From an optimization exercise on the open Yosys and OpenROAD flow, aimed at small area; shortcuts taken in it are not production practice.
The RTL was checked by simulation tests, not by an equivalence proof against the original design.
Power and IR drop assume default switching activity.

[design/flow/design.v]
module sc_crc8_byte (
    input  wire [7:0] c_in,
    input  wire [7:0] b,
    output wire [7:0] c_out
);
    wire [7:0] s0 = c_in ^ b;
    wire [7:0] s1 = s0[7] ? ({s0[6:0], 1'b0} ^ 8'h31) : {s0[6:0], 1'b0};
    wire [7:0] s2 = s1[7] ? ({s1[6:0], 1'b0} ^ 8'h31) : {s1[6:0], 1'b0};
    wire [7:0] s3 = s2[7] ? ({s2[6:0], 1'b0} ^ 8'h31) : {s2[6:0], 1'b0};
    wire [7:0] s4 = s3[7] ? ({s3[6:0], 1'b0} ^ 8'h31) : {s3[6:0], 1'b0};
    wire [7:0] s5 = s4[7] ? ({s4[6:0], 1'b0} ^ 8'h31) : {s4[6:0], 1'b0};
    wire [7:0] s6 = s5[7] ? ({s5[6:0], 1'b0} ^ 8'h31) : {s5[6:0], 1'b0};
    wire [7:0] s7 = s6[7] ? ({s6[6:0], 1'b0} ^ 8'h31) : {s6[6:0], 1'b0};
    wire [7:0] s8 = s7[7] ? ({s7[6:0], 1'b0} ^ 8'h31) : {s7[6:0], 1'b0};
    assign c_out = s8;
endmodule
module sensor_core (
    input  wire        clk,
    input  wire        rst,             
    input  wire        start,
    input  wire [15:0] desc,
    input  wire        ld_we,           
    input  wire        ld_len_we,       
    input  wire        ld_tx,           
    input  wire [4:0]  ld_addr,
    input  wire [7:0]  ld_data,
    input  wire [6:0]  rd_addr,
    output reg  [15:0] rd_data,
    output wire [15:0] status,
    output wire [2:0]  ph,
    output wire        bus_req,
    output wire [6:0]  bus_addr,
    output wire [3:0]  bus_wlen,
    output wire [63:0] bus_wdata,
    output wire [5:0]  bus_rlen,
    input  wire        bus_rvalid,
    input  wire [7:0]  bus_rdata,
    input  wire        bus_done,
    input  wire        bus_err,
    output wire        tmr_run,
    input  wire        tmr_exp
);
    localparam [2:0] PH_IDLE  = 3'd0;
    localparam [2:0] PH_XFER1 = 3'd1;
    localparam [2:0] PH_WAIT  = 3'd2;
    localparam [2:0] PH_XFER2 = 3'd3;
    localparam [2:0] PH_CHECK = 3'd4;
    localparam [2:0] ST_DEC   = 3'd0;   
    localparam [2:0] ST_RNG   = 3'd1;   
    localparam [2:0] ST_SUM   = 3'd2;   
    localparam [2:0] ST_SUMLO = 3'd3;   
    localparam [2:0] ST_GRP   = 3'd4;   
    localparam [2:0] ST_FILL  = 3'd5;   
    localparam [3:0] OP_WORD    = 4'h1;
    localparam [3:0] OP_CSUM    = 4'h2;
    localparam [3:0] OP_CRC8    = 4'h3;
    localparam [3:0] OP_CRCG    = 4'h4;
    localparam [3:0] OP_CRCV    = 4'h5;
    localparam [3:0] OP_XIMM    = 4'h6;
    localparam [3:0] OP_XDLY    = 4'h7;
    localparam [3:0] OP_PMREAD  = 4'h8;
    localparam [3:0] OP_GSERIAL = 4'h9;
    localparam [3:0] OP_GFEAT   = 4'hA;
    localparam [3:0] OP_GSTART  = 4'hB;
    localparam [3:0] OP_GAIRQ   = 4'hC;
    localparam [3:0] OP_GRDBL   = 4'hD;
    localparam [3:0] OP_GWRBL   = 4'hE;
    localparam [2:0] E_NONE = 3'd0, E_TRANSPORT = 3'd1, E_MALFORMED = 3'd2,
                     E_CHECKSUM = 3'd3, E_INTEGRITY = 3'd4, E_INVCAL = 3'd5;
    localparam [2:0] S_NONE = 3'd0, S_MARKER = 3'd1, S_LENGTH = 3'd2,
                     S_DEVERR = 3'd3, S_CRC = 3'd4;
    reg  [7:0]  rx [0:31];
    reg  [5:0]  rxlen;
    reg  [7:0]  tx [0:7];
    reg  [3:0]  txlen;
    reg  [7:0]  res [0:23];     
    reg  [7:0]  ver;
    reg  [15:0] acc;            
    reg  [15:0] opd;
    reg  [2:0]  phase;
    reg  [2:0]  st;
    reg  [5:0]  idx;            
    reg         st_done, st_pass, st_fault;
    reg  [2:0]  st_err, st_sub;
    reg  [1:0]  st_grp;
    wire busy = (phase != PH_IDLE);
    wire [3:0] op  = opd[15:12];
    wire       dev = opd[11];
    wire [4:0] fa  = opd[10:6];
    wire [5:0] fb  = opd[5:0];
    reg illegal;
    always @* begin
        case (op)
            OP_WORD, OP_CRCG:  illegal = dev || (fb != 6'd0);
            OP_CRC8:           illegal = dev;
            OP_XIMM, OP_XDLY:  illegal = (fa != 5'd0) || (fb > 6'd32);
            4'h0, 4'hF:        illegal = 1'b1;
            default:           illegal = (opd[11:0] != 12'd0);
        endcase
    end
    wire is_rng  = (op == OP_WORD) || (op == OP_CRC8) || (op == OP_CRCG);
    wire delayed = (op == OP_XDLY) || (op == OP_GAIRQ);
    reg [5:0] op_rlen;
    always @* begin
        case (op)
            OP_XIMM, OP_XDLY: op_rlen = fb;
            OP_PMREAD:        op_rlen = 6'd32;
            OP_GSERIAL:       op_rlen = 6'd9;
            OP_GFEAT:         op_rlen = 6'd3;
            OP_GAIRQ, OP_GRDBL: op_rlen = 6'd6;
            default:          op_rlen = 6'd0;
        endcase
    end
    wire op_gas = (op == OP_XIMM || op == OP_XDLY) ? dev : (op != OP_PMREAD);
    wire [5:0] cur_rlen = (!phase[1] && delayed) ? 6'd0 : op_rlen;
    wire [5:0] rng_len = (op == OP_WORD) ? 6'd2 : (op == OP_CRCG) ? 6'd3 : fb;
    wire [6:0] end_a   = is_rng ? {2'b00, fa} : (st == ST_SUM) ? 7'h7E : 7'h00;
    wire [6:0] end_b   = is_rng ? {1'b0, rng_len} : {1'b0, rxlen};
    wire [6:0] scan_end = end_a + end_b;
    wire       at_end  = (idx == scan_end[5:0]);
    reg [1:0] gpos, gnum;
    always @* begin
        case (idx[3:0])
            4'd0: begin gnum = 2'd0; gpos = 2'd0; end
            4'd1: begin gnum = 2'd0; gpos = 2'd1; end
            4'd2: begin gnum = 2'd0; gpos = 2'd2; end
            4'd3: begin gnum = 2'd1; gpos = 2'd0; end
            4'd4: begin gnum = 2'd1; gpos = 2'd1; end
            4'd5: begin gnum = 2'd1; gpos = 2'd2; end
            4'd6: begin gnum = 2'd2; gpos = 2'd0; end
            4'd7: begin gnum = 2'd2; gpos = 2'd1; end
            default: begin gnum = 2'd2; gpos = 2'd2; end
        endcase
    end
    wire [2:0] fill_src = (idx[2:0] < 3'd5) ? (idx[2:0] + 3'd1) : (idx[2:0] - 3'd5);
    wire       filling  = (st == ST_FILL);
    wire [4:0] rx_raddr = !busy ? rd_addr[4:0] :
                          filling ? {2'b00, fill_src} : idx[4:0];
    wire [7:0] rx_q = rx[rx_raddr];
    reg [7:0] fill_const;
    always @* begin
        if (!idx[0]) fill_const = (op == OP_GSERIAL) ? 8'h36 : 8'h20;
        else begin
            case (op)
                OP_GSERIAL: fill_const = 8'h82;
                OP_GFEAT:   fill_const = 8'h2F;
                OP_GSTART:  fill_const = 8'h03;
                OP_GAIRQ:   fill_const = 8'h08;
                OP_GRDBL:   fill_const = 8'h15;
                default:    fill_const = 8'h1E;
            endcase
        end
    end
    wire       in_xfer = (phase == PH_XFER1) || (phase == PH_XFER2);
    wire [7:0] wbus = !busy ? ld_data :
                      in_xfer ? bus_rdata :
                      (filling && idx[2:1] == 2'b00) ? fill_const : rx_q;
    assign ph        = phase;
    assign status    = busy ? 16'h0001 :
                       {st_fault, 1'b0, st_grp, 1'b0, st_sub, 1'b0, st_err,
                        1'b0, st_pass, st_done, 1'b0};
    assign bus_req   = in_xfer;
    assign bus_addr  = op_gas ? 7'h58 : 7'h12;
    assign bus_wlen  = phase[1] ? 4'd0 : txlen;
    assign bus_rlen  = cur_rlen;
    assign tmr_run   = (phase == PH_WAIT);
    genvar gi;
    generate
        for (gi = 0; gi < 8; gi = gi + 1) begin : g_txf
            assign bus_wdata[8*gi +: 8] = tx[gi];
        end
    endgenerate
    always @* begin
        if (rd_addr[6])
            rd_data = {8'd0, tx[rd_addr[2:0]]};
        else if (rd_addr[5])
            rd_data = {8'd0, rx_q};
        else if (rd_addr[4]) begin
            case (rd_addr[1:0])
                2'd0:    rd_data = {10'd0, rxlen};
                2'd1:    rd_data = {12'd0, txlen};
                default: rd_data = opd;
            endcase
        end else begin
            case (rd_addr[3:0])
                4'd12:   rd_data = {8'd0, ver};
                4'd13, 4'd14, 4'd15: rd_data = acc;
                default: rd_data = {res[{rd_addr[3:0], 1'b0}], res[{rd_addr[3:0], 1'b1}]};
            endcase
        end
    end
    wire       grp_first = (st == ST_GRP) && (gpos == 2'd0);
    wire [7:0] crc_in = acc[7:0] | {8{grp_first}};
    wire [7:0] crc_out;
    sc_crc8_byte u_crc (.c_in(crc_in), .b(rx_q), .c_out(crc_out));
    wire [15:0] sum_next = acc + {8'd0, rx_q};
    wire [7:0]  cmp_byte = (st == ST_SUMLO) ? acc[7:0] : acc[15:8];
    wire        cmp_ne   = (rx_q != cmp_byte);
    wire [4:0] res_widx = (st == ST_GRP) ? {2'b00, gnum, 1'b0} + {4'd0, gpos[0]}
                                         : {idx[4:2] - 3'd1, idx[1:0]};
    wire accept = !busy && !st_fault;
    wire rng_fault = (scan_end > {1'b0, rxlen});
    wire rxlen_grp = (rxlen == 6'd3) || (rxlen == 6'd6) || (rxlen == 6'd9);
    reg  dec_fault;
    always @* begin
        case (op)
            OP_WORD, OP_CRC8, OP_CRCG: dec_fault = rng_fault;
            OP_CSUM:                   dec_fault = (rxlen[5:1] == 5'd0);
            OP_CRCV:                   dec_fault = !rxlen_grp;
            default:                   dec_fault = 1'b0;
        endcase
    end
    reg        rx_we, tx_we, res_we, ver_we;
    reg  [4:0] rx_waddr;
    reg  [2:0] tx_waddr;
    always @* begin
        rx_we    = 1'b0;
        tx_we    = 1'b0;
        res_we   = 1'b0;
        ver_we   = 1'b0;
        rx_waddr = idx[4:0];
        tx_waddr = idx[2:0];
        if (!busy) begin
            rx_waddr = ld_addr;
            tx_waddr = ld_addr[2:0];
            rx_we    = accept && ld_we && !ld_tx;
            tx_we    = accept && ld_we && ld_tx && !ld_addr[4] && !ld_addr[3];
        end else if (in_xfer) begin
            rx_we = bus_rvalid && (cur_rlen != 6'd0) && !idx[5];
        end else if (phase == PH_CHECK) begin
            case (st)
                ST_SUM: begin
                    res_we = !at_end && (idx >= 6'd4) && (idx < 6'd28);
                    ver_we = !at_end && (idx == 6'd28);
                end
                ST_GRP:  res_we = !at_end && (gpos != 2'd2);
                ST_FILL: tx_we  = !idx[3];
                default: ;
            endcase
        end
    end
    integer k;
    always @(posedge clk) begin
        for (k = 0; k < 32; k = k + 1)
            if (rx_we && rx_waddr == k) rx[k] <= wbus;
        for (k = 0; k < 8; k = k + 1)
            if (tx_we && tx_waddr == k) tx[k] <= wbus;
        for (k = 0; k < 24; k = k + 1)
            if (res_we && res_widx == k) res[k] <= wbus;
        if (ver_we) ver <= wbus;
    end
    always @(posedge clk) begin
        if (rst) begin
            phase    <= PH_IDLE;
            st_done  <= 1'b0;
            st_pass  <= 1'b0;
            st_err   <= E_NONE;
            st_sub   <= S_NONE;
            st_grp   <= 2'd0;
            st_fault <= 1'b0;
            rxlen    <= 6'd0;
            txlen    <= 4'd0;
        end else begin
            case (phase)
            PH_IDLE: begin
                idx <= 6'd0;
                st  <= ST_DEC;
                if (accept && start) begin
                    opd     <= desc;
                    st_done <= 1'b0;
                    st_pass <= 1'b0;
                    st_err  <= E_NONE;
                    st_sub  <= S_NONE;
                    st_grp  <= 2'd0;
                    phase   <= PH_CHECK;
                end else if (accept && ld_len_we) begin
                    if (!ld_tx && ld_data <= 8'd32)
                        rxlen <= ld_data[5:0];
                    else if (ld_tx && ld_data <= 8'd8)
                        txlen <= ld_data[3:0];
                end
            end
            PH_XFER1, PH_XFER2: begin
                if (bus_rvalid)
                    idx <= idx + 6'd1;
                if (bus_done) begin
                    idx <= 6'd0;
                    if (bus_err || idx != cur_rlen) begin
                        if (cur_rlen != 6'd0)
                            rxlen <= 6'd0;
                        st_err  <= bus_err ? E_TRANSPORT : E_MALFORMED;
                        st_sub  <= bus_err ? S_NONE : S_LENGTH;
                        st_done <= 1'b1;
                        phase   <= PH_IDLE;
                    end else begin
                        if (cur_rlen != 6'd0)
                            rxlen <= cur_rlen;
                        if (!phase[1] && delayed) begin
                            phase <= PH_WAIT;
                        end else if (op == OP_PMREAD) begin
                            phase <= PH_CHECK;
                            st    <= ST_SUM;
                        end else if (cur_rlen != 6'd0 && op != OP_XIMM && op != OP_XDLY) begin
                            phase <= PH_CHECK;
                            st    <= ST_GRP;
                        end else begin
                            st_done <= 1'b1;
                            phase   <= PH_IDLE;
                        end
                    end
                end
            end
            PH_WAIT: begin
                idx <= 6'd0;
                if (tmr_exp) phase <= PH_XFER2;
            end
            default: begin
                case (st)
                ST_DEC: begin
                    acc <= 16'h00FF;
                    if (illegal || dec_fault) begin
                        st_fault <= 1'b1;
                        phase    <= PH_IDLE;
                    end else begin
                        case (op)
                        OP_WORD, OP_CRC8, OP_CRCG: begin
                            idx <= {1'b0, fa};
                            st  <= ST_RNG;
                        end
                        OP_CSUM: begin
                            acc     <= 16'h0000;
                            st_pass <= 1'b1;
                            st      <= ST_SUM;
                        end
                        OP_CRCV:
                            st <= ST_GRP;
                        OP_XIMM, OP_XDLY:
                            phase <= PH_XFER1;
                        OP_PMREAD: begin
                            acc   <= 16'h0000;
                            txlen <= 4'd0;
                            phase <= PH_XFER1;
                        end
                        OP_GWRBL:
                            if (rxlen != 6'd6) begin
                                st_err  <= E_INVCAL;
                                st_sub  <= S_LENGTH;
                                st_done <= 1'b1;
                                phase   <= PH_IDLE;
                            end else begin
                                st <= ST_GRP;
                            end
                        default: begin  
                            txlen <= 4'd2;
                            st    <= ST_FILL;
                        end
                        endcase
                    end
                end
                ST_RNG: begin
                    if (at_end) begin
                        if (op == OP_CRCG) st_pass <= (acc[7:0] == 8'h00);
                        st_done <= 1'b1;
                        phase   <= PH_IDLE;
                    end else begin
                        idx <= idx + 6'd1;
                        if (op == OP_WORD) acc <= {acc[7:0], rx_q};
                        else               acc[7:0] <= crc_out;
                    end
                end
                ST_SUM: begin
                    idx <= idx + 6'd1;
                    if (at_end) begin
                        st <= ST_SUMLO;
                        if (cmp_ne) begin
                            if (op == OP_PMREAD) begin
                                st_err <= E_CHECKSUM;
                                st_sub <= S_NONE;
                            end else begin
                                st_pass <= 1'b0;
                            end
                        end
                    end else begin
                        acc <= sum_next;
                        if (op == OP_PMREAD) begin
                            if ((idx == 6'd0 && rx_q != 8'h42) ||
                                (idx == 6'd1 && rx_q != 8'h4D)) begin
                                st_err  <= E_MALFORMED;
                                st_sub  <= S_MARKER;
                                st_done <= 1'b1;
                                phase   <= PH_IDLE;
                            end
                            if (idx == 6'd29 && rx_q != 8'h00) begin
                                st_err <= E_MALFORMED;
                                st_sub <= S_DEVERR;
                            end
                        end
                    end
                end
                ST_SUMLO: begin
                    if (cmp_ne) begin
                        if (op == OP_PMREAD) begin
                            st_err <= E_CHECKSUM;
                            st_sub <= S_NONE;
                        end else begin
                            st_pass <= 1'b0;
                        end
                    end
                    st_done <= 1'b1;
                    phase   <= PH_IDLE;
                end
                ST_GRP: begin
                    if (at_end) begin
                        if (op == OP_CRCV) st_pass <= 1'b1;
                        if (op == OP_GWRBL) begin
                            txlen <= 4'd8;
                            idx   <= 6'd0;
                            st    <= ST_FILL;
                        end else begin
                            st_done <= 1'b1;
                            phase   <= PH_IDLE;
                        end
                    end else begin
                        idx      <= idx + 6'd1;
                        acc[7:0] <= crc_out;
                        if (gpos == 2'd2 && crc_out != 8'h00) begin
                            st_grp  <= gnum;
                            if (op != OP_CRCV) begin
                                st_err <= (op == OP_GWRBL) ? E_INVCAL : E_INTEGRITY;
                                st_sub <= S_CRC;
                            end
                            st_done <= 1'b1;
                            phase   <= PH_IDLE;
                        end
                    end
                end
                default: begin  
                    idx <= idx + 6'd1;
                    if (idx[3]) begin
                        idx   <= 6'd0;
                        phase <= PH_XFER1;
                    end
                end
                endcase
            end
            endcase
        end
    end
endmodule
[design/flow/run.sh]
#!/bin/bash
# synth_recipe.tcl (not shown) runs the flow's synth.tcl, then flattens the netlist and writes it again
# the make line also repeats each setting of config.mk as NAME=value (left out here)
make -C /OpenROAD-flow-scripts/flow DESIGN_CONFIG=/design/flow/config.mk WORK_HOME=/design/flow/orfs CLKGATE_MAP_FILE= SYNTH_SCRIPT=/design/flow/synth_recipe.tcl finish
[design/flow/config.mk]
export PLATFORM = sky130hd
export DESIGN_NAME = sensor_core
export DESIGN_NICKNAME = sensor_core
export VERILOG_FILES = /design/flow/design.v
export SDC_FILE = /design/flow/constraint.sdc
export NUM_CORES = 4
export LEC_CHECK = 0
export CAP_MARGIN = 20
export CORE_MARGIN = 2
export CORE_UTILIZATION = 40
export SLEW_MARGIN = 20
[design/flow/constraint.sdc]
create_clock -name core_clock -period 10.0 [get_ports {clk}]
set_input_delay 2.0000 -clock core_clock [delete_from_list [all_inputs] [get_ports {clk}]]
set_output_delay 2.0000 -clock core_clock [all_outputs]
set_load 0.01 [all_outputs]
==> summary.md, run 1 <==
| Metric | Value |
|---|---|
| WS Path Type | input port to output port |
| EDFF count, synth | between 500 and 600 |
| Req. time, crit path | 8000 ps |
| Core footprint | slightly above 70000 sq um |
| H-tree depth | 3 |
| Clock Latency Late Sink | 640 ps |
| PD cells | between 300 and 400 nW/um^2 |
| Cell area after layout | around 34000 sq um |
| Slew @ Worst Pin | 1210 ps |
| Post-DRT Antenna Nets | 0 |
| Pre-CTS WS | 1700 ps |
| Static leakage | roughly 11 nW |
| Non-Filler Instances | 3586 |
| Port Buf Inserts | 163 |
| Post-synthesis xor/xnor area fraction | 2.17% |
| Ys Warns | 4 |
| Simple-Gate Fraction of Synth Area | 12.4% |
| Wirelength, routed | 109 mm |
| RePlAce Congestion | between 0.9 and 1 |
| Synth area leader | edfxtp_1 |
| Number of CTS-inserted buffers | 66 |
| Total power | about 12 mW |
| Critical Path Source Type | input port |
| CP Buf/Inv Count | 2 |
| Tmin final | 8450 ps |
| Critical Path, Cell by Cell | clkdlybuf4s50_1 -> nand2b_1 -> nor2_1 -> or2_2 -> a22oi_1 -> o211a_1 -> o2111ai_1 -> nor4b_2 -> a31oi_4 -> a211oi_1 -> a31oi_1 -> clkdlybuf4s50_1 |
| Die width | 272 um |
| Tcrit/Tclk final | 84.5% |
| Vias in the first global route | 22024 |
| CP top delay family | simple AND/OR/NAND/NOR gates |
| Ranking of synthesized cells by area | edfxtp_1 59%, nor2_1 3.0%, a21oi_1 2.5% |
| CP Data Arrival Time | 6450 ps |
| Largest family of logic cells by synthesized area | compound AO/OA/AOI/OAI gates |
| Grt ovf | 0 |
| Starting Density | between 40% and 50% |
| Largest net degree at the start of global routing | 66 |
| Final setup margin | 1550 ps |
| Critical Path End Type | output port |
| Maxcap violations | 0 |
| Max Transition Viols Final | 0 |
| WL/cell | a little over 30 um |
| Post-synthesis mux area share | a little over 3% |
| Crit-path max cell delay | 740 ps |
| Most used cell, CP | clkdlybuf4s50_1 |
| Slew headroom | a little under a fifth |
| Top-Level Pins | 172 |
| Clk pin slew, worst setup/hold paths | 60 ps |
| Post-CTS Setup Inserts | 0 |
| HPWL Detailed | around 75 mm |
| Global-route wire length before repair | ~160 mm |
| Synth Area in Adders | 1.49% |
| Final core occ | 47.3% |
| Routed vias | around 23000 |
| Post-Synthesis Cell Area | 28700 sq um |
| Mapped Avg Cell Area | between 10 and 15 sq um |
| CP max FO | 22 |
| Initial antenna violation count | 5 |
| Most numerous cell in the Yosys netlist | edfxtp_1 |
| Sequential area share after synthesis | 60.7% |
| Setup TNS | 0 ps |
| WHS | approximately 460 ps |
| First DRT Iteration DRCs | about 3400 |
| Unique masters post-synth | around 100 |
| Hold crit path type | flip-flop to flip-flop |
| DIE AREA | 73800 sq um |
| Share of flip-flops with an asynchronous set or reset after synthesis | 0% |
| Vias/cell | 6.37 |
| Endpoints failing hold | 0 |
| Clock Skews | 32.0 ps |
| Post-synth top area share | 58.8% |
| Area added between synthesis and finish | 17.7% |
| Final setup viols | 0 |
| Initial DRT Pass Iterations | 6 |
| CTS root buf | clkbuf_16 |
| Post-CTS sizing | 0 |
| Status | no timing/DRC/antenna violations |
| CTS tree | done |
| Syn Inst Count | 2420 |
| DRC viols | 0 |
| Synth cell count leaders | 561 x edfxtp_1, 232 x nor2_1, 183 x nand2_1, 143 x a21oi_1, 130 x o21ai_0 |
| Peak Freq | 0.118 GHz |
| Longest Clk Path Bufs | 3 |
| Final nets | approximately 2700 |
| Synth Area in Compound Gates | 16.7% |
| # rows | 98 |
| Hold buffer count at cts | 0 |
| RSZ-0062 raised after global routing | false |
| Layout cells sized above 1 | 10.6% |
| Slowest cell on the critical path | nor4b_2 |
| Die Span Y | 272 um |
| Filler cells | 6377 |
| Top FF cell, synth | edfxtp_1 |
| Placed Cells | 3464 |
| Maximum VDD drop | 283 uV |
| #FFs+latches synth | between 500 and 600 |
| Post-DP Area | ~32000 sq um |
| CTS sink count | 589 |
| Global Route Usage Sum | 28.8% |
[kinds of logic (layout without fill, tap and decap cells)]
family,after synthesis,in the layout
mux,79,79
fa+ha+maj,33,33
flops,589,589
buf+inv,221,430
compound gates,691,691
simple gates,738,738
other cells,2,9
xor+xnor,67,67
[state kept, by name (all words and copies together), names as in the netlist, named ones only]
signal	flops
ver	8
txlen	4
rx	256
st_err	3
st	3
rxlen	6
st_sub	3
idx	6
st_grp	2
acc	16
st_pass	1
tx	64
phase	3
res	192
st_fault	1
opd	16
st_done	1
[path summary, 6_finish.rpt]
path | cells past startpoint | startpoint | slack, ps | end
min reg2reg | 2 | st_grp[0]$_SDFFE_PP0P_ | 460 | st_grp[0]$_SDFFE_PP0P_
max | 12 | rd_addr[4] | 1550 | rd_data[3]
min | 2 | st_grp[0]$_SDFFE_PP0P_ | 460 | st_grp[0]$_SDFFE_PP0P_
max reg2reg | 24 | st[1]$_DFFE_PP_ | 2390 | flip-flop
[metal layers]
| layer | vias up | global-route usage [%] | part of all wire, % |
|---|---|---|---|
| met4 | 2 | 12.5 | 4.4 |
| met5 | - | 0 | 0.012 |
| met3 | 255 | 5.62 | 11 |
| li1 | 9718 | - | - |
| met1 | 11368 | 40.6 | 41 |
| met2 | 1514 | 43.4 | 44 |
[cell type report]
| type | instances | area (sq um) | share of cell area, % |
|---|---|---|---|
| sequential | 589 | 17400 | 51.6 |
| multi-input combinational | 1616 | 10500 | 31.0 |
| timing repair buffer | 250 | 2290 | 6.79 |
| clock buffer | 81 | 1740 | 5.16 |
| tap | 950 | 1190 | 3.53 |
| clock inverter | 36 | 404 | 1.20 |
| inverter | 63 | 236 | 0.701 |
| antenna | 1 | 2.50 | 0.00742 |
[worst min-delay path: stages (launching register included)]
cell     delay, ps
dfxtp_1        310
nand2_1         50
mux2i_1         50
[report_power, final]
group / switching (mW) / internal [mW]
clock network: 1.07 / 1.37
logic: 3.80 / 1.64
registers: 0.172 / 3.59
[placed cells by master (no fill, tap or decap), types with 16 or more instances in the layout]
master and count:
edfxtp_1 561, nor2_1 216, nand2_1 181, clkdlybuf4s50_1 159, a21oi_1 143, o21ai_0 124
nand3_1 91, buf_4 85, clkbuf_16 67, a22oi_1 57, mux2i_1 55, inv_1 54
nor3_1 54, xnor2_1 41, a221oi_1 41, a211oi_1 35, a31oi_1 31, ha_1 31
o211ai_1 29, dfxtp_1 28, o22ai_1 26, xor2_1 23, nor2_2 19, mux2_2 19
a21o_1 19, nand2b_1 18, nor2b_1 18, or3_1 17, clkinv_1 16, nor4_1 16
==> inputs of run 2 (changes only) <==
==> design/flow/flow/run.sh (new file) <==
#!/bin/bash
# Own flow: the standard layout (standard.sh) with these changes:
#  - synthesis: ABC maps the combinational logic with the area-oriented script
#    in area.abc instead of ORFS's speed script.  Registers are mapped by ORFS's
#    dfflibmap before ABC runs, so they keep the standard synthesis's cells and
#    names; everything else in synthesis is the standard flow's own script.
#  - port buffers: every input and output port still gets a buffer, but the
#    smallest buffer cell is used.
#  - clock tree: the arguments in cts.args (no dummy loads, larger clusters).
# Every tool's output goes to a log file in the work folder:
#   synth.log (yosys, via make synth), layout.log (the rest, via make finish);
#   ORFS's per-step logs are under orfs/logs/.
set -euo pipefail
W=$(pwd)
F=$W/flow
# ORFS's synth.tcl with only the ABC call changed
sed 's|log_cmd abc {\*}\$abc_args|log_cmd abc -script '"$F"'/area.abc {*}$lib_args {*}$lib_dont_use_args|' \
    "$FLOW_HOME/scripts/synth.tcl" > "$W/synth_area.tcl"
grep -q 'area.abc' "$W/synth_area.tcl"
# The standard flow's synthesis script (synth -nofsm -noshare, flatten, rename), sourcing the copy above
sed "s|\$::env(SCRIPTS_DIR)/synth.tcl|$W/synth_area.tcl|" synth_recipe.tcl > "$W/own_synth.tcl"
grep -q 'synth_area.tcl' "$W/own_synth.tcl"
bash standard.sh SYNTH_SCRIPT="$W/own_synth.tcl" synth > "$W/synth.log" 2>&1
bash standard.sh "BUFFER_PORTS_ARGS=-buffer_cell sky130_fd_sc_hd__buf_1" \
    "CTS_ARGS=$(tr '\n' ' ' < "$F/cts.args")" finish > "$W/layout.log" 2>&1
test -f "$W/out/final.def"
==> design/flow/flow/area.abc (new file) <==
strash
&get -n
&fraig -x
&put
scorr
dc2
strash
dch -f
amap
==> design/flow/flow/cts.args (new file) <==
-sink_clustering_enable -repair_clock_nets -dont_use_dummy_load
==> design/flow/standard.sh (new file) <==
#!/bin/bash
# synth_recipe.tcl (not shown) runs the flow's synth.tcl, then flattens the netlist and writes it again
# the make line also repeats each setting of config.mk as NAME=value (left out here)
make -C /OpenROAD-flow-scripts/flow DESIGN_CONFIG=/design/flow/config.mk WORK_HOME=/design/flow/orfs CLKGATE_MAP_FILE= SYNTH_SCRIPT=/design/flow/synth_recipe.tcl "${@:-finish}"
removed: design/flow/run.sh
==> run 2 against run 1 <==
  * Still clean
  * First-iteration DRC count is 4.8% higher
  * Fmax shrank 4.2%
  * Total power decreased by 11%
  * Core utilization is 0.60 points lower
  * Via count is 13% lower
  * Largest cell class unchanged
  * Highest routed layer is now met4
==> summary.md, run 2 <==
| Metric | Value |
|---|---|
| Share of flip-flops with an asynchronous set or reset after synthesis | 0% (unchanged) |
| Tmin final | 8820 ps (+373 ps) |
| Mapped Avg Cell Area | 12.8 sq um (+8.2%) |
| Vias in the first global route | 19195 (-13%) |
| R2r worst-path depth | 31 (+29%) |
| Endpoints failing hold | 0 (unchanged) |
| Sequential area share after synthesis | 68.1% (+7.3 points) |
| CTS root buf | clkbuf_16 |
| Most frequent cells in the layout | 561 x edfxtp_1, 268 x nor2_1, 188 x clkinv_1, 163 x buf_1, 122 x nand2_1 |
| Seq. cell area | 17400 sq um (unchanged) |
| Die Span Y | 257 um (-5.4%) |
| Port Buf Inserts | 163 (unchanged) |
| Req. time, crit path | 8000 ps (about the same) |
| Longest Clk Path Bufs | 3 (unchanged) |
| Final setup margin | 1180 ps (-373 ps) |
| Clock Skews | 93.3 ps (+61.3 ps) |
| Comb pwr share | 45.0% (-1.8 points) |
| Unique masters post-synth | 50 (-51%) |
| Ys Warns | 4 (unchanged) |
| Most numerous cell in the Yosys netlist | edfxtp_1 |
| Slew headroom | 21.7% (+3.4 points) |
| Vias/cell | 6.32 (-0.79%) |
| Filler cells | 5703 (-11%) |
| Most common cell after layout, fill and taps aside | edfxtp_1 |
| Critical Path Source Type | flip-flop |
| Area added between synthesis and finish | 15.5% |
| Hold Path Cell Cnt | 2 (unchanged) |
| Maxcap violations | 0 (unchanged) |
| Largest net degree at the start of global routing | 66 (unchanged) |
| Initial DRT Pass Iterations | 7 (+1) |
| Top-Level Pins | 172 (unchanged) |
| Largest register FFs | 256 (unchanged) |
| Clock Latency Late Sink | 660 ps (+20 ps) |
| Post-Synthesis Cell Area | 25600 sq um (-11%) |
| Layout cells sized above 1 | 7.75% (-2.9 points) |
| Largest Register | rx |
| Peak Freq | 0.113 GHz (-4.2%) |
| Post-CTS sizing | 0 (unchanged) |
| CP max FO | 14 (-36%) |
| Final core occ | 46.7% (-0.60 points) |
| Final setup viols | 0 (unchanged) |
| RSZ-0062 raised after global routing | false |
| #FFs+latches synth | 589 (unchanged) |
| Multi-input logic area | 7600 sq um (-27%) |
| Maximum VDD drop | 291 uV (+3.0%) |
| Routed vias | 19887 (-13%) |
| Static leakage | 9.33 nW (-16%) |
| WL/cell | 30.4 um (+0.23%) |
| Global-route wire length before repair | 137 mm (-12%) |
| H-tree depth | 2 (-1) |
| Grt ovf | 0 (unchanged) |
| Post-DRT Antenna Nets | 0 (unchanged) |
| Slew @ Worst Pin | 1170 ps (-33.7 ps) |
| Wirelength, routed | 95.5 mm (-12%) |
| Tcrit/Tclk final | 88.2% (+3.7 points) |
| WHS | 490 ps (+26.9 ps) |
| Post-CTS Setup Inserts | 0 (unchanged) |
| CP Data Arrival Time | 6820 ps (+370 ps) |
| Largest regs | rx: 256 flops, res: 192 flops, tx: 64 flops |
| WS Path Type | flip-flop to output port |
| RePlAce Congestion | 0.993 (+3.6%) |
| # rows | 92 (-6.1%) |
| Final nets | 2386 (-11%) |
| Clk pin slew, worst setup/hold paths | 50 ps (about the same) |
| Pre-CTS WS | 955 ps (-742 ps) |
| EDFF count, synth | 561 (unchanged) |
| Power Internal | 5.88 mW (-11%) |
| Post-synth top area share | 65.9% (+7.1 points) |
| Ranking of synthesized cells by area | edfxtp_1 66%, nor2_1 4.1%, a222oi_1 3.1% |
| Global Route Usage Sum | 28.6% (-0.17 points) |
| Total power | 10.4 mW (-11%) |
| CTS sink count | 589 (unchanged) |
| Max Transition Viols Final | 0 (unchanged) |
| Initial antenna violation count | 2 (-3) |
| Die width | 257 um (-5.4%) |
| HPWL Detailed | 67.9 mm (-8.9%) |
| Sw power | 4.48 mW (-11%) |
| Starting Density | 40.5% (+0.24 points) |
| DRC viols | 0 (unchanged) |
| Hold buffer count at cts | 0 (unchanged) |
| Syn Inst Count | 1996 (-18%) |
| Number of CTS-inserted buffers | 61 (-7.6%) |
| PD cells | 351 nW/um^2 (+1.7%) |
| Setup TNS | 0 ps (unchanged) |
| CTS tree | done |
| Status | no timing/DRC/antenna violations |
| Flop pwr share | 36.6% (+4.3 points) |
| Core footprint | 63200 sq um (-11%) |
| Top FF cell, synth | edfxtp_1 |
| First DRT Iteration DRCs | 3544 (+4.8%) |
| Synth cell count leaders | 561 x edfxtp_1, 277 x nor2_1, 188 x clkinv_1, 123 x nand2_1, 86 x nor3_1 |
| DIE AREA | 66000 sq um (-11%) |
| Critical Path End Type | output port |
| Synth area leader | edfxtp_1 |
| Clock share of power | 18.4% (-2.5 points) |
| Switching part of the total | 43.3% (-0.055 points) |
| Hold crit path type | flip-flop to flip-flop |
==> run 2: logic make-up after synthesis <==
family,Yosys count,share of synthesized area [%]
compound gates,535,16.0
fa+ha+maj,33,1.67
buf+inv,199,3.08
flops,589,68.1
other cells,2,0.0294
simple gates,638,11.1
==> run 2: power groups by stage <==
stage	Sequential, mW	Clock, mW	Combinational, mW
2_1_floorplan	3.84	0	2.52
3_3_place_gp	3.83	0	4.52
3_5_place_dp	3.83	0	4.56
4_1_cts	3.78	1.94	4.57
5_1_grt	3.80	2.02	5.04
6_report	3.79	1.91	4.66
==> run 2: area by class of cell <==
class | count | share of cell area [%]
Tap cell | 846 | 3.58
Inverter | 188 | 2.39
Sequential cell | 589 | 58.9
Antenna cell | 2 | 0.0169
Multi-Input combinational cell | 1214 | 25.7
Clock buffer | 61 | 5.17
Timing Repair Buffer | 245 | 4.17
==> run 2: path summary, 6_finish.rpt <==
kind,startpoint,to,slack (ps)
worst min register to register,st_sub[0]$_SDFFE_PP0P_,st_sub[0]$_SDFFE_PP0P_,490
worst max-delay path,phase[2]$_SDFFE_PP0P_,rd_data[6],1180
worst max register to register,phase[2]$_SDFFE_PP0P_,st_sub[2]$_SDFFE_PP0P_,1240
worst min-delay path,st_sub[0]$_SDFFE_PP0P_,st_sub[0]$_SDFFE_PP0P_,490
==> run 2: per-layer routing <==
metal	wire, um	vias to the layer above	part of all wire (%)	track usage [%]
li1	-	8542	-	-
met1	39200	9888	41	40.4
met2	43200	1280	45	44.3
met3	9860	177	10	5.47
met4	3340	0	3.5	10.3
met5	0	-	0	0
==> run 2: metrics by stage <==
stage,area [sq um],cells
after floorplan,25600,2002
after global placement,27900,3079
after detailed placement,28000,3079
after CTS,29500,3140
after global routing,29500,3145
final,29500,3145
==> run 2: worst max-delay path, cell delays in order, from the launching register on <==
cell       delay, ps
dfxtp_1          420
or2_0            380
nor2_2           460
clkinv_1         650
o32ai_1          580
clkinv_1         240
nand2_1          320
nor3_1           190
buf_4            220
a222oi_1         510
nand4_1          150
a2111oi_0        900
buf_4            240
a21oi_1          120
buf_4            200
o221ai_1         140
o21ai_0          270
buf_1            220
==> inputs of run 3 (changes only) <==
==> design/flow/flow/cts.args (replaced) <==
-sink_clustering_enable -repair_clock_nets -dont_use_dummy_load -sink_clustering_size 30 -sink_clustering_max_diameter 80 -buf_list {sky130_fd_sc_hd__clkbuf_8 sky130_fd_sc_hd__clkbuf_16}
==> run 3 against run 2 <==
  * Still clean
  * Synthesized area stayed put
  * Die area did not move
  * Combinational power hardly changed
  * First-iteration DRC count down 1.7%
  * Clock skew rose by 10 ps
  * Sequential cell count unchanged
  * Core utilization shrank 1.2 points
  * Register-to-register slack got worse by 20 ps
  * Critical path depth did not move
==> summary.md, run 3 <==
| Metric | Value |
|---|---|
| Global-route wire length before repair | 136 mm (-0.70%) |
| CP top delay family | compound AO/OA/AOI/OAI gates |
| Crit-path max cell delay | 930 ps (+30 ps) |
| Post-DRT Antenna Nets | 0 (unchanged) |
| Peak Freq | 0.113 GHz (-0.12%) |
| Post-Synthesis Cell Area | 25600 sq um (unchanged) |
| Final setup margin | 1170 ps (-10.3 ps) |
| Layout cells sized above 1 | 6.49% (-1.3 points) |
| Req. time, crit path | 8000 ps (about the same) |
| Critical Path Source Type | flip-flop |
| Most frequent cells in the layout | 561 x edfxtp_1, 268 x nor2_1, 188 x clkinv_1, 163 x buf_1, 122 x nand2_1 |
| Post-synth top area share | 65.9% (unchanged) |
| Syn Inst Count | 1996 (unchanged) |
| HPWL Detailed | 67.9 mm (unchanged) |
| Largest Register | rx |
| DRC viols | 0 (unchanged) |
| Final core occ | 45.5% (-1.2 points) |
| Hold crit path type | flip-flop to flip-flop |
| Status | no timing/DRC/antenna violations |
| WS Path Type | flip-flop to output port |
| Slowest cell on the critical path | a2111oi_0 |
| # rows | 92 (unchanged) |
| Largest register FFs | 256 (unchanged) |
| Clk pin slew, worst setup/hold paths | 60 ps (about the same) |
| Sequential area share after synthesis | 68.1% (unchanged) |
| Routed vias | 19836 (-0.26%) |
| Most numerous cell in the Yosys netlist | edfxtp_1 |
| Critical Path End Type | output port |
| Maxcap violations | 0 (unchanged) |
| Post-DP Area | 28000 sq um (unchanged) |
| DIE AREA | 66000 sq um (unchanged) |
| Longest Clk Path Bufs | 3 (unchanged) |
| Top-Level Pins | 172 (unchanged) |
| Filler cells | 5767 (+1.1%) |
| Slew @ Worst Pin | 1200 ps (+26.1 ps) |
| Post-CTS Setup Inserts | 0 (unchanged) |
| Endpoints failing hold | 0 (unchanged) |
| Final setup viols | 0 (unchanged) |
| Vias in the first global route | 18880 (-1.6%) |
| Tcrit/Tclk final | 88.3% (+0.10 points) |
| Initial antenna violation count | 2 (unchanged) |
| #FFs+latches synth | 589 (unchanged) |
| First DRT Iteration DRCs | 3482 (-1.7%) |
| CTS tree | done |
| Most used cell, CP | buf_4 |
| R2R Setup Slk | 1220 ps (-20 ps) |
| PD cells | 339 nW/um^2 (-3.3%) |
| Ranking of synthesized cells by area | edfxtp_1 66%, nor2_1 4.1%, a222oi_1 3.1% |
| Synth area leader | edfxtp_1 |
| Unique masters post-synth | 50 (unchanged) |
| Pre-CTS WS | 955 ps (unchanged) |
| Clock Latency Late Sink | 660 ps (about the same) |
| Share of flip-flops with an asynchronous set or reset after synthesis | 0% (unchanged) |
| Critical path launch point | phase[2]$_SDFFE_PP0P_ |
| Most common cell after layout, fill and taps aside | edfxtp_1 |
| R2R Path End | st_sub[2]$_SDFFE_PP0P_ |
| Static leakage | 8.95 nW (-4.0%) |
| Cell area after layout | 28800 sq um (-2.6%) |
| Area added between synthesis and finish | 12.5% |
| Slew headroom | 20.0% (-1.7 points) |
| H-tree depth | 1 (-1) |
| Tmin final | 8830 ps (+10.3 ps) |
| Largest net degree at the start of global routing | 66 (unchanged) |
| R2r worst-path depth | 31 (unchanged) |
| Final nets | 2355 (-1.3%) |
| CTS root buf | clkbuf_16 |
| RSZ-0062 raised after global routing | false |
| Setup TNS | 0 ps (unchanged) |
| Vias/cell | 6.37 (+0.74%) |
| Number of CTS-inserted buffers | 31 (-49%) |
| Synth cell count leaders | 561 x edfxtp_1, 277 x nor2_1, 188 x clkinv_1, 123 x nand2_1, 86 x nor3_1 |
| EDFF count, synth | 561 (unchanged) |
| Initial DRT Pass Iterations | 8 (+1) |
| Die width | 257 um (unchanged) |
| Hold Path Cell Cnt | 2 (unchanged) |
| Hold buffer count at cts | 0 (unchanged) |
| Critical Path, Cell by Cell | or2_0 -> nor2_2 -> clkinv_1 -> o32ai_1 -> clkinv_1 -> nand2_1 -> nor3_1 -> buf_4 -> a222oi_1 -> nand4_1 -> a2111oi_0 -> buf_4 -> a21oi_1 -> buf_4 -> o221ai_1 -> o21ai_0 -> buf_1 |
| Ys Warns | 4 (unchanged) |
| Die Span Y | 257 um (unchanged) |
| Port Buf Inserts | 163 (unchanged) |
| CP Data Arrival Time | 6830 ps (about the same) |
| Post-CTS sizing | 0 (unchanged) |
| RePlAce Congestion | 0.993 (unchanged) |
| Largest regs | rx: 256 flops, res: 192 flops, tx: 64 flops |
| Starting Density | 40.5% (unchanged) |
| Mapped Avg Cell Area | 12.8 sq um (unchanged) |
| WL/cell | 30.6 um (+0.86%) |
| Max Transition Viols Final | 0 (unchanged) |
| Clock Skews | 104 ps (+10.4 ps) |
| Top FF cell, synth | edfxtp_1 |
| Stages on the worst setup path | 17 (unchanged) |
| Global Route Usage Sum | 28.4% (-0.29 points) |
| CP Buf/Inv Count | 6 (unchanged) |
| Total power | 9.76 mW (-5.8%) |
| Grt ovf | 0 (unchanged) |
| Critical R2R Launch | phase[2]$_SDFFE_PP0P_ |
| Wirelength, routed | 95.4 mm (-0.13%) |
| CTS sink count | 589 (unchanged) |
| Core footprint | 63200 sq um (unchanged) |
| CP max FO | 14 (unchanged) |
| Worst Setup EP | rd_data[6] |
| Maximum VDD drop | 295 uV (+1.3%) |
-- run 3: power breakdown --
| part | switching (mW) | internal (mW) |
|---|---|---|
| logic | 3.52 | 1.15 |
| registers | 0.119 | 3.67 |
| clock network | 0.750 | 0.548 |
| total | 4.39 | 5.36 |
-- run 3: how the worst min path moves through the flow --
stage                                       from                      to  slack [ps]
after global placement    st_grp[0]$_SDFFE_PP0P_  st_grp[0]$_SDFFE_PP0P_         480
after CTS                   st_pass$_SDFFE_PP0P_    st_pass$_SDFFE_PP0P_         500
final                     st_sub[0]$_SDFFE_PP0P_  st_sub[0]$_SDFFE_PP0P_         490
after global routing      st_sub[0]$_SDFFE_PP0P_  st_sub[0]$_SDFFE_PP0P_         530
after detailed placement  st_grp[0]$_SDFFE_PP0P_  st_grp[0]$_SDFFE_PP0P_         490
after floorplan           st_sub[0]$_SDFFE_PP0P_  st_sub[0]$_SDFFE_PP0P_         430
-- run 3: stage by stage --
| step | hold WS, ps | instances |
|---|---|---|
| final | 489 | 3114 |
| after CTS | 500 | 3110 |
| after detailed placement | 490 | 3079 |
| after global routing | 527 | 3114 |
| after global placement | 480 | 3079 |
| after floorplan | 435 | 2002 |
-- run 3: kinds of logic (layout without fill, tap and decap cells) --
| kind of cell | Yosys count | in the layout | share of synthesized area (%) |
|---|---|---|---|
| AO/OA/AOI/OAI | 535 | 535 | 16.0 |
| adder cells (fa/ha/maj) | 33 | 33 | 1.67 |
| buffers and inverters | 199 | 463 | 3.08 |
| flip-flops | 589 | 589 | 68.1 |
| other | 2 | 10 | 0.0294 |
| AND/OR/NAND/NOR | 638 | 638 | 11.1 |
-- run 3: layout make-up --
type / instances / area, sq um / share of cell area [%]
inverters: 188 / 706 / 2.45
diodes: 2 / 5.00 / 0.0174
flip-flops and latches: 589 / 17400 / 60.5
multi-input cells: 1214 / 7600 / 26.4
well taps: 846 / 1060 / 3.68
repair buffers: 244 / 1220 / 4.24
clock buffers: 31 / 776 / 2.70
-- run 3: metal layers --
| layer | wire (um) | global-route usage, % |
|---|---|---|
| met3 | 9480 | 5.12 |
| met2 | 43400 | 44.2 |
| met1 | 39400 | 40.4 |
| met4 | 3160 | 8.91 |
| met5 | 0 | 0 |
-- run 3: tightest hold or removal path: cells and delay by family (launching register included) --
| kind | cells | cell delay (ps) |
|---|---|---|
| AO/OA/AOI/OAI | 1 | 60 |
| buffers and inverters | 1 | 70 |
| flip-flops | 1 | 310 |
==> inputs of run 4 (changes only) <==
--- a/design/flow/design.v
+++ b/design/flow/design.v
@@ -14,6 +14,42 @@
     wire [7:0] s8 = s7[7] ? ({s7[6:0], 1'b0} ^ 8'h31) : {s7[6:0], 1'b0};
     assign c_out = s8;
 endmodule
+module sc_ao222 (
+    input  wire [2:0] a,
+    input  wire [2:0] s,
+    output wire       y
+);
+    assign y = ~((a[0] & s[0]) | (a[1] & s[1]) | (a[2] & s[2]));
+endmodule
+module sc_onehot_mux #(parameter N = 3, parameter W = 8) (
+    input  wire [N*W-1:0] d,
+    input  wire [N-1:0]   sel,
+    output wire [W-1:0]   y
+);
+    localparam G = N / 3;           
+    localparam R = N - 3 * G;       
+    genvar b, g;
+    generate
+        for (b = 0; b < W; b = b + 1) begin : g_bit
+            wire [G-1:0] t;
+            for (g = 0; g < G; g = g + 1) begin : g_grp
+                sc_ao222 u_ao (
+                    .a({d[(3*g+2)*W + b], d[(3*g+1)*W + b], d[(3*g)*W + b]}),
+                    .s(sel[3*g +: 3]),
+                    .y(t[g])
+                );
+            end
+            if (R == 0) begin : g_r0
+                assign y[b] = ~&t;
+            end else if (R == 1) begin : g_r1
+                assign y[b] = ~&t | (d[(3*G)*W + b] & sel[3*G]);
+            end else begin : g_r2
+                assign y[b] = ~&t | (d[(3*G)*W + b] & sel[3*G]) |
+                              (d[(3*G+1)*W + b] & sel[3*G+1]);
+            end
+        end
+    endgenerate
+endmodule
 module sensor_core (
     input  wire        clk,
     input  wire        rst,             
@@ -134,9 +170,58 @@
     end
     wire [2:0] fill_src = (idx[2:0] < 3'd5) ? (idx[2:0] + 3'd1) : (idx[2:0] - 3'd5);
     wire       filling  = (st == ST_FILL);
-    wire [4:0] rx_raddr = !busy ? rd_addr[4:0] :
-                          filling ? {2'b00, fill_src} : idx[4:0];
-    wire [7:0] rx_q = rx[rx_raddr];
+    wire [4:0] eng_raddr = filling ? {2'b00, fill_src} : idx[4:0];
+    wire [6:0] ra = busy ? {2'b01, eng_raddr} : rd_addr;
+    wire       ra_regs = (ra[6:5] == 2'b00);
+    wire [31:0] sel_rx;
+    wire [7:0]  sel_tx;
+    wire [11:0] sel_res;
+    genvar si;
+    generate
+        for (si = 0; si < 32; si = si + 1) begin : g_srx
+            assign sel_rx[si] = (ra[6:5] == 2'b01) && (ra[4:0] == si);
+        end
+        for (si = 0; si < 8; si = si + 1) begin : g_stx
+            assign sel_tx[si] = ra[6] && (ra[2:0] == si);
+        end
+        for (si = 0; si < 12; si = si + 1) begin : g_sres
+            assign sel_res[si] = ra_regs && !ra[4] && (ra[3:0] == si);
+        end
+    endgenerate
+    wire sel_ver   = ra_regs && (ra[4:0] == 5'h0C);
+    wire sel_acc   = ra_regs && !ra[4] && (ra[3:2] == 2'b11) && (ra[1:0] != 2'b00);
+    wire sel_rxlen = ra_regs && ra[4] && (ra[1:0] == 2'b00);
+    wire sel_txlen = ra_regs && ra[4] && (ra[1:0] == 2'b01);
+    wire sel_opd   = ra_regs && ra[4] && ra[1];
+    wire [255:0] rx_flat;
+    wire [63:0]  tx_flat;
+    wire [95:0]  res_lo, res_hi;
+    genvar gi;
+    generate
+        for (gi = 0; gi < 32; gi = gi + 1) begin : g_rxf
+            assign rx_flat[8*gi +: 8] = rx[gi];
+        end
+        for (gi = 0; gi < 8; gi = gi + 1) begin : g_txf
+            assign tx_flat[8*gi +: 8] = tx[gi];
+        end
+        for (gi = 0; gi < 12; gi = gi + 1) begin : g_resf
+            assign res_hi[8*gi +: 8] = res[2*gi];
+            assign res_lo[8*gi +: 8] = res[2*gi + 1];
+        end
+    endgenerate
+    wire [7:0] rd_lo, rd_hi;
+    sc_onehot_mux #(.N(57), .W(8)) u_rd_lo (
+        .d({opd[7:0], 4'd0, txlen, 2'd0, rxlen, acc[7:0], ver, res_lo, tx_flat, rx_flat}),
+        .sel({sel_opd, sel_txlen, sel_rxlen, sel_acc, sel_ver, sel_res, sel_tx, sel_rx}),
+        .y(rd_lo)
+    );
+    sc_onehot_mux #(.N(14), .W(8)) u_rd_hi (
+        .d({opd[15:8], acc[15:8], res_hi}),
+        .sel({sel_opd, sel_acc, sel_res}),
+        .y(rd_hi)
+    );
+    wire [7:0] rx_q = rd_lo;
+    always @* rd_data = {rd_hi, rd_lo};
     reg [7:0] fill_const;
     always @* begin
         if (!idx[0]) fill_const = (op == OP_GSERIAL) ? 8'h36 : 8'h20;
@@ -164,31 +249,7 @@
     assign bus_wlen  = phase[1] ? 4'd0 : txlen;
     assign bus_rlen  = cur_rlen;
     assign tmr_run   = (phase == PH_WAIT);
-    genvar gi;
-    generate
-        for (gi = 0; gi < 8; gi = gi + 1) begin : g_txf
-            assign bus_wdata[8*gi +: 8] = tx[gi];
-        end
-    endgenerate
-    always @* begin
-        if (rd_addr[6])
-            rd_data = {8'd0, tx[rd_addr[2:0]]};
-        else if (rd_addr[5])
-            rd_data = {8'd0, rx_q};
-        else if (rd_addr[4]) begin
-            case (rd_addr[1:0])
-                2'd0:    rd_data = {10'd0, rxlen};
-                2'd1:    rd_data = {12'd0, txlen};
-                default: rd_data = opd;
-            endcase
-        end else begin
-            case (rd_addr[3:0])
-                4'd12:   rd_data = {8'd0, ver};
-                4'd13, 4'd14, 4'd15: rd_data = acc;
-                default: rd_data = {res[{rd_addr[3:0], 1'b0}], res[{rd_addr[3:0], 1'b1}]};
-            endcase
-        end
-    end
+    assign bus_wdata = tx_flat;
     wire       grp_first = (st == ST_GRP) && (gpos == 2'd0);
     wire [7:0] crc_in = acc[7:0] | {8{grp_first}};
     wire [7:0] crc_out;
==> design/flow/run.sh (new file) <==
#!/bin/bash
# synth_recipe.tcl (not shown) runs the flow's synth.tcl, then flattens the netlist and writes it again
# the make line also repeats each setting of config.mk as NAME=value (left out here)
make -C /OpenROAD-flow-scripts/flow DESIGN_CONFIG=/design/flow/config.mk WORK_HOME=/design/flow/orfs CLKGATE_MAP_FILE= SYNTH_SCRIPT=/design/flow/synth_recipe.tcl finish
--- a/design/flow/config.mk
+++ b/design/flow/config.mk
@@ -8,4 +8,8 @@
 export CAP_MARGIN = 20
 export CORE_MARGIN = 2
 export CORE_UTILIZATION = 40
+export CTS_BUF_LIST = sky130_fd_sc_hd__clkbuf_8 sky130_fd_sc_hd__clkbuf_16
+export CTS_CLUSTER_DIAMETER = 80
+export CTS_CLUSTER_SIZE = 30
 export SLEW_MARGIN = 20
+export SYNTH_HIERARCHICAL = 1
removed: design/flow/flow/run.sh
removed: design/flow/flow/area.abc
removed: design/flow/flow/cts.args
removed: design/flow/standard.sh
==> run 4 against run 3 <==
  * Still clean
  * Die area increased by 0.60%
  * Combinational power down 19%
  * Register-to-register slack hardly changed
  * Routed wire length shrank 13%
  * Clock skew decreased by 62 ps
  * Total power down 12%
  * Synthesized cell count shrank 6.9%
  * Via count fell by 5.9%
  * Global-route usage fell by 4.1 points
  * Critical endpoint is now rd_data[3]
  * Highest routed layer unchanged
==> summary.md, run 4 <==
| Metric | Value |
|---|---|
| Status | no timing/DRC/antenna violations |
| Hold buffer count at cts | 0 (unchanged) |
| Grt ovf | 0 (unchanged) |
| Most common cell after layout, fill and taps aside | edfxtp_1 |
| Maxcap violations | 0 (unchanged) |
| Initial antenna violation count | 0 (-2) |
| HPWL Detailed | 58.2 mm (-14%) |
| Unique masters post-synth | 87 (+74%) |
| Final nets | 2126 (-9.7%) |
| Die Span Y | 258 um (+0.30%) |
| Post-Synthesis Cell Area | 25700 sq um (+0.61%) |
| CP Data Arrival Time | 7150 ps (+320 ps) |
| Sequential area share after synthesis | 67.6% (-0.41 points) |
| Final setup viols | 0 (unchanged) |
| DIE AREA | 66400 sq um (+0.60%) |
| Pre-CTS WS | 1050 ps (+92.1 ps) |
| Longest Clk Path Bufs | 3 (unchanged) |
| Hold crit path type | flip-flop to flip-flop |
| H-tree depth | 1 (unchanged) |
| Antenna Diode Count | 0 (-2) |
| Area added between synthesis and finish | 14.7% |
| PD cells | 291 nW/um^2 (-14%) |
| WL/cell | 28.7 um (-6.4%) |
| Clk pin slew, worst setup/hold paths | 100 ps (+40 ps) |
| Post-DP Area | 28500 sq um (+2.0%) |
| Maximum VDD drop | 189 uV (-36%) |
| #FFs+latches synth | 589 (unchanged) |
| Vias in the first global route | 17789 (-5.8%) |
| Most numerous cell in the Yosys netlist | edfxtp_1 |
| Critical Path End Type | output port |
| Layout cells sized above 1 | 6.08% (-0.40 points) |
| Cell area after layout | 29500 sq um (+2.6%) |
| Mapped Avg Cell Area | 13.8 sq um (+8.0%) |
| Syn Inst Count | 1859 (-6.9%) |
| Post-synth top area share | 65.5% (-0.40 points) |
| Clock Latency Late Sink | 630 ps (-30 ps) |
| Global Route Usage Sum | 24.3% (-4.1 points) |
| Total power | 8.60 mW (-12%) |
| First DRT Iteration DRCs | 2868 (-18%) |
| DRC viols | 0 (unchanged) |
| EDFF count, synth | 561 (unchanged) |
| Peak Freq | 0.109 GHz (-3.5%) |
| CTS tree | done |
| Static leakage | 9.40 nW (+5.0%) |
| Die width | 258 um (+0.30%) |
| Synth Area in Compound Gates | 14.8% (-1.2 points) |
| Simple-Gate Fraction of Synth Area | 10.8% (-0.34 points) |
| Routed vias | 18656 (-5.9%) |
| Clock Skews | 42.1 ps (-61.7 ps) |
| WS Path Type | flip-flop to output port |
| Post-synthesis xor/xnor area fraction | 2.52% (+2.5 points) |
| Largest regs | rx: 256 flops, res: 192 flops, tx: 64 flops |
| Ys Warns | 10 (+6) |
| Critical Path Source Type | flip-flop |
| Global-route wire length before repair | 121 mm (-11%) |
| Tmin final | 9150 ps (+318 ps) |
| Largest register FFs | 256 (unchanged) |
| RSZ-0062 raised after global routing | false |
| CTS root buf | clkbuf_16 |
| CTS sink count | 589 (unchanged) |
| # rows | 92 (unchanged) |
| CP max FO | 13 (-1) |
| Post-DRT Antenna Nets | 0 (unchanged) |
| Top FF cell, synth | edfxtp_1 |
| Synth area leader | edfxtp_1 |
| Ranking of synthesized cells by area | edfxtp_1 65%, a222oi_1 7.4%, nor2_1 2.8% |
| Vias/cell | 6.43 (+0.96%) |
| RePlAce Congestion | 0.964 (-3.0%) |
| Post-synthesis mux area share | 0.496% (+0.50 points) |
| Largest Register | rx |
| Starting Density | 40.6% (+0.17 points) |
| Port Buf Inserts | 163 (unchanged) |
| Initial DRT Pass Iterations | 10 (+2) |
| Post-CTS sizing | 0 (unchanged) |
| Top-Level Pins | 172 (unchanged) |
| Largest family of logic cells by synthesized area | compound AO/OA/AOI/OAI gates |
| Final setup margin | 853 ps (-318 ps) |
| Tcrit/Tclk final | 91.5% (+3.2 points) |
| Largest net degree at the start of global routing | 66 (unchanged) |
| Post-CTS Setup Inserts | 0 (unchanged) |
| Slew @ Worst Pin | 1020 ps (-182 ps) |
| Synth cell count leaders | 561 x edfxtp_1, 191 x a222oi_1, 189 x nor2_1, 126 x nand2_1, 62 x o21ai_0 |
| Wirelength, routed | 83.2 mm (-13%) |
| Synth Area in Adders | 1.70% (+0.029 points) |
| Number of CTS-inserted buffers | 29 (-6.5%) |
| Share of flip-flops with an asynchronous set or reset after synthesis | 0% (unchanged) |
| Setup TNS | 0 ps (unchanged) |
| Endpoints failing hold | 0 (unchanged) |
| Slew headroom | 31.9% (+12 points) |
| Max Transition Viols Final | 0 (unchanged) |
| Core footprint | 63300 sq um (+0.18%) |
| Req. time, crit path | 8000 ps (about the same) |
| Most frequent cells in the layout | 561 x edfxtp_1, 191 x a222oi_1, 184 x nor2_1, 163 x clkdlybuf4s50_1, 126 x nand2_1 |
-- run 4: cell types whose count changed after synthesis, moves of 43 or more --
cell and delta:
a222oi_1 +112, a22o_1 -43, clkinv_1 -186, inv_1 +46
nor2_1 -88, nor3_1 -55
-- run 4: logic make-up after synthesis --
| logic type | Yosys count |
|---|---|
| fa+ha+maj | 34 |
| xor+xnor | 65 |
| other cells | 2 |
| mux | 12 |
| compound gates | 469 |
| flops | 589 |
| simple gates | 572 |
| buf+inv | 116 |
-- run 4: routing by layer --
layer	up-vias	track usage, %	share of wire [%]
met5	-	0	0
met4	0	6.98	2.7
met3	128	3.99	10
met2	1154	37.8	46
met1	9388	35.1	41
li1	7986	-	-
-- run 4: where the power goes --
| group | internal (mW) | switching, mW | leakage (nW) |
|---|---|---|---|
| sequential | 3.29 | 0.140 | 5.31 |
| clock | 0.583 | 0.837 | 0.490 |
| combinational | 1.23 | 2.52 | 3.61 |
| total | 5.10 | 3.50 | 9.40 |
-- run 4: worst max-delay path, stage by stage (launching register included) --
cell             delay [ps]
edfxtp_1                770
clkinv_1                490
ha_1                    500
a21oi_1                  60
a311oi_1                280
a21oi_1                  60
o21ai_0                 400
nand2b_1                790
nor2_1                  340
a222oi_1                550
nand4_1                 270
nor4_1                  860
nand4_1                 360
buf_4                   300
clkdlybuf4s50_1         490
-- run 4: per-stage QoR --
| step | utilization [%] | hold WS [ps] | std cells |
|---|---|---|---|
| 3_5_place_dp | 45.0 | 463 | 2854 |
| 3_3_place_gp | 45.0 | 462 | 2854 |
| 5_1_grt | 46.6 | 528 | 2901 |
| 4_1_cts | 46.6 | 480 | 2901 |
| 2_1_floorplan | - | 437 | 1871 |
| 6_report | 46.6 | 479 | 2901 |
-- run 4: per-module statistics from Yosys, one instance, submodules excluded, excerpt --
module	times used	cell area, sq um
sensor_core	1	23200
sc_crc8_byte	1	235
sc_ao222	184	10.0
-- run 4: final timing paths --
check | slack, ps | cells after the start | start | end
hold reg to reg | 480 | 2 | st_err[0]$_SDFFE_PP0P_ | st_err[0]$_SDFFE_PP0P_
hold / removal | 480 | 2 | st_err[0]$_SDFFE_PP0P_ | st_err[0]$_SDFFE_PP0P_
setup reg to reg | 1220 | 24 | idx[1]$_DFFE_PN_ | st_err[0]$_SDFFE_PP0P_
setup / recovery | 850 | 14 | idx[1]$_DFFE_PN_ | rd_data[3]
-- run 4: layout make-up --
cell class / instances / area (sq um)
flip-flops and latches: 589 / 17400
inverters: 48 / 180
clock buffers: 30 / 739
repair buffers: 205 / 1950
multi-input cells: 1166 / 7940
well taps: 846 / 1060
fillers: 5548 / 33800
clock inverters: 17 / 255

-- static timing again, ports no longer ideal --
The flow's constraints put no driver on any port. The routed layouts listed below were extracted and timed again, unchanged, in two steps. Step 1, drivers: a clkbuf_16 drives clk and a buf_2 each remaining input, both assumed. Step 2 also shifts input and output timing later by t, the mid clock arrival at the registers, as if the neighbouring blocks saw the same clock. Slacks: no drivers / after step 1 / after step 2; pairs: no drivers / after step 1.
run	t (ns)	slack for setup (ns)	clock arrival spread, ns	slew at the worst register clock pin (ns)
run 1	0.685	1.555 / 1.527 / 1.527	0.033 / 0.033	0.06 / 0.06
run 2	0.669	1.181 / 1.124 / 0.621	0.093 / 0.093	0.06 / 0.06
run 3	0.664	1.171 / 1.113 / 0.562	0.104 / 0.104	0.11 / 0.11
run 4	0.670	0.853 / 0.790 / 0.932	0.042 / 0.043	0.11 / 0.11
After both steps setup and hold are still met in every run listed. The setup slack of run 3, which loses most, moves by -0.058 ns with the drivers and by -0.609 ns with both steps.
